Context: an optimization exercise on an open-source flow, tuned for small area, a short achievable clock period and few clock cycles. The choices shown serve that exercise and are no tape-out recipe.
Function was checked by simulation only, so behaviour that the tests miss may differ from the original.
Power figures rest on the tool's default switching activity, not on a simulated workload.

garnet:
// framecore_rx
module framecore_rx (
    input  wire        clk,
    input  wire        rst,             
    input  wire        cfg_scheme,      
    input  wire [32:0] cfg_gen,
    input  wire [7:0]  cfg_tag_start,
    input  wire [7:0]  cfg_tag_stop,
    input  wire [7:0]  cfg_tag_esc,
    input  wire        in_valid,
    output wire        in_ready,
    input  wire [7:0]  in_data,
    output wire        out_valid,
    input  wire        out_ready,
    output wire        out_is_res,      
    output wire [7:0]  out_data,
    output wire [3:0]  out_result,
    output wire [31:0] out_rem,
    output wire [6:0]  out_len
);
Size in the first run: roughly 3,100 cells after synthesis, ~840 flip-flops, ~120 I/O pins.
Settings: LEC_CHECK=0, CAP_MARGIN=20, CORE_MARGIN=2, CORE_UTILIZATION=50, CTS_BUF_LIST=sky130_fd_sc_hd__clkbuf_16, CTS_CLUSTER_DIAMETER=70, CTS_CLUSTER_SIZE=30, SETUP_SLACK_MARGIN=2.5, SLEW_MARGIN=20; clock period 5.0 ns.
run.sh (not shown) runs the stock make flow with config.mk's settings and CLKGATE_MAP_FILE= SYNTH_SCRIPT=/design/flow/synth_recipe.tcl, a recipe that flattens the netlist after the stock synthesis.
Testbench counts of garnet, summed over its fixed seeds: cycles 9,977.
Relative to garnet, the following input files were edited for raven:
- changing SLEW_MARGIN from 20 to 5
- changing CORE_UTILIZATION from 50 to 40
- changing CAP_MARGIN from 20 to 5
### Flow results
The cell type of the slowest stage on the worst timing path comes out dfxtp_4 in one run and edfxtp_1 in the other, namely in garnet and raven respectively.
Number of buffers and inverters on the critical path, raven and garnet: larger value in garnet
Between raven and garnet, the period utilization is higher for garnet.
In raven, the global placement routability congestion came out about 4% below the value in garnet.
raven reached the end of the flow, and the finished layout is clean on the timing, DRC and antenna checks.
Modified inputs, amber compared to raven
- swapping 2.5 for 2.45 in SETUP_SLACK_MARGIN
- swapping 5 for 20 in SLEW_MARGIN
- swapping 5 for 20 in CAP_MARGIN
[summary]
- amber ran to completion and came out clean on the timing, DRC and antenna checks.
- Per the comparison of amber with raven, vias per cell went down, number of global-route vias before repair went down, first-pass GRT wire length went down, combinational power went down.
Here is what was changed in the inputs of sierra compared with amber.
- SETUP_SLACK_MARGIN: 2.45 -> 2.5
==> run summary <==
[compare] base=amber new=sierra: non-clock buffering overhead in the final layout now sits higher; count of buffers added by post-CTS timing repair for setup now sits higher; maximum operating frequency now sits lower; final critical delay including setup and external delays now sits higher; count of flip-flops with a built-in enable after synthesis now sits at about the same level.
Sort amber and sierra by non-clock buffer count desc -> top: sierra

== job 102 ==
Another version of the RTL of framecore_rx (not shown whole).
For scale: about 3100 cells after synthesis, ~120 I/O pins, about 0.038 mm2 of cells after synthesis.
clock: 5.0 ns
lec_check: 0
cap_margin: 20
core_margin: 2
core_utilization: 40
cts_buf_list: sky130_fd_sc_hd__clkbuf_16
cts_cluster_diameter: 70
cts_cluster_size: 30
setup_slack_margin: 2.35
slew_margin: 20
Testbench counts of job 102, summed over its fixed seeds: cycles 10,123.
--- input diff job 102..job 101 ---
- SETUP_SLACK_MARGIN: 2.35 -> 2.2
==> run summary <==
Relative to job 102, post-route minimum period increased by 0.077 ns in job 101. Utilization after layout: job 102 and job 101 compared, higher one is job 102. Compared with job 102, job 101 shows cell count that has gone down slightly. Against job 102, first-pass GRT wire length in job 101 fell slightly. Number of logic stages on the critical path including buffering came out higher on job 101 than on job 102. Comparing job 102 and job 101, the higher worst setup slack was measured on job 102. Power delta (job 102 -> job 101): insignificant. On internal power, job 102 and job 101 are basically level. Across both runs, number of antenna diodes was higher for job 101 than for job 102. Job 101 vs job 102 — worst voltage drop across the vdd grid rose 0.000050 V.

Setup of P:
framecore_rx again, from the RTL that the note above started with.
clock: 5.0 ns
lec_check: 0
cap_margin: 20
core_margin: 2
core_utilization: 55
cts_buf_list: sky130_fd_sc_hd__clkbuf_16
cts_cluster_diameter: 70
cts_cluster_size: 30
setup_slack_margin: 2.35
slew_margin: 20
Testbench counts of P, summed over its fixed seeds: cycles 10,123.
Input-level comparison between Q and P:
Settings: CORE_UTILIZATION now 40, was 55; SETUP_SLACK_MARGIN now 2.5, was 2.35.
[summary]
Comparing Q and P, the higher maximum clock rate is on Q. Re power: Q is 0.052 mW up on P. Re layout cell share with drive strength beyond 1: Q is 6.1 points up on P. Looking at flop-to-flop setup slack, Q sits above P. Re wire length: Q is 670 um up on P.

==> static timing again, ports no longer ideal <==
The results above use ideal ports. As a check the final layouts listed here were re-extracted and re-timed, cells and wires unchanged.
Step 1, drivers: a clkbuf_16 drives clk and a buf_2 each remaining input, both assumed.
Step 2 also shifts input and output timing later by t, the mid clock arrival at the registers, as if the neighbouring blocks saw the same clock.
a / b / c = no drivers / after step 1 / after step 2; a / b = the first two.
run	t (ns)	slack for setup (ns)	latest minus earliest clock arrival (ns)	worst slew at a driven data input, ns	cell pins on the clock port's net
garnet	0.699	2.338 / 2.338 / 1.860	0.081 / 0.082	0.15	1
raven	0.693	2.360 / 2.360 / 1.777	0.063 / 0.063	0.09	1
amber	0.723	2.438 / 2.438 / 1.726	0.072 / 0.072	0.08	1
sierra	0.696	2.386 / 2.386 / 1.840	0.049 / 0.050	0.08	1
job 102	0.702	2.262 / 2.262 / 1.780	0.045 / 0.045	0.10	1
job 101	0.683	2.186 / 2.186 / 1.597	0.085 / 0.085	0.09	1
P	0.694	2.220 / 2.220 / 1.770	0.035 / 0.035	0.07	1
Q	0.687	2.409 / 2.364 / 1.677	0.058 / 0.058	0.11	1
After both steps setup and hold are still met in every run listed. The setup slack of Q, which loses most, moves by -0.045 ns with the drivers and by -0.732 ns with both steps.
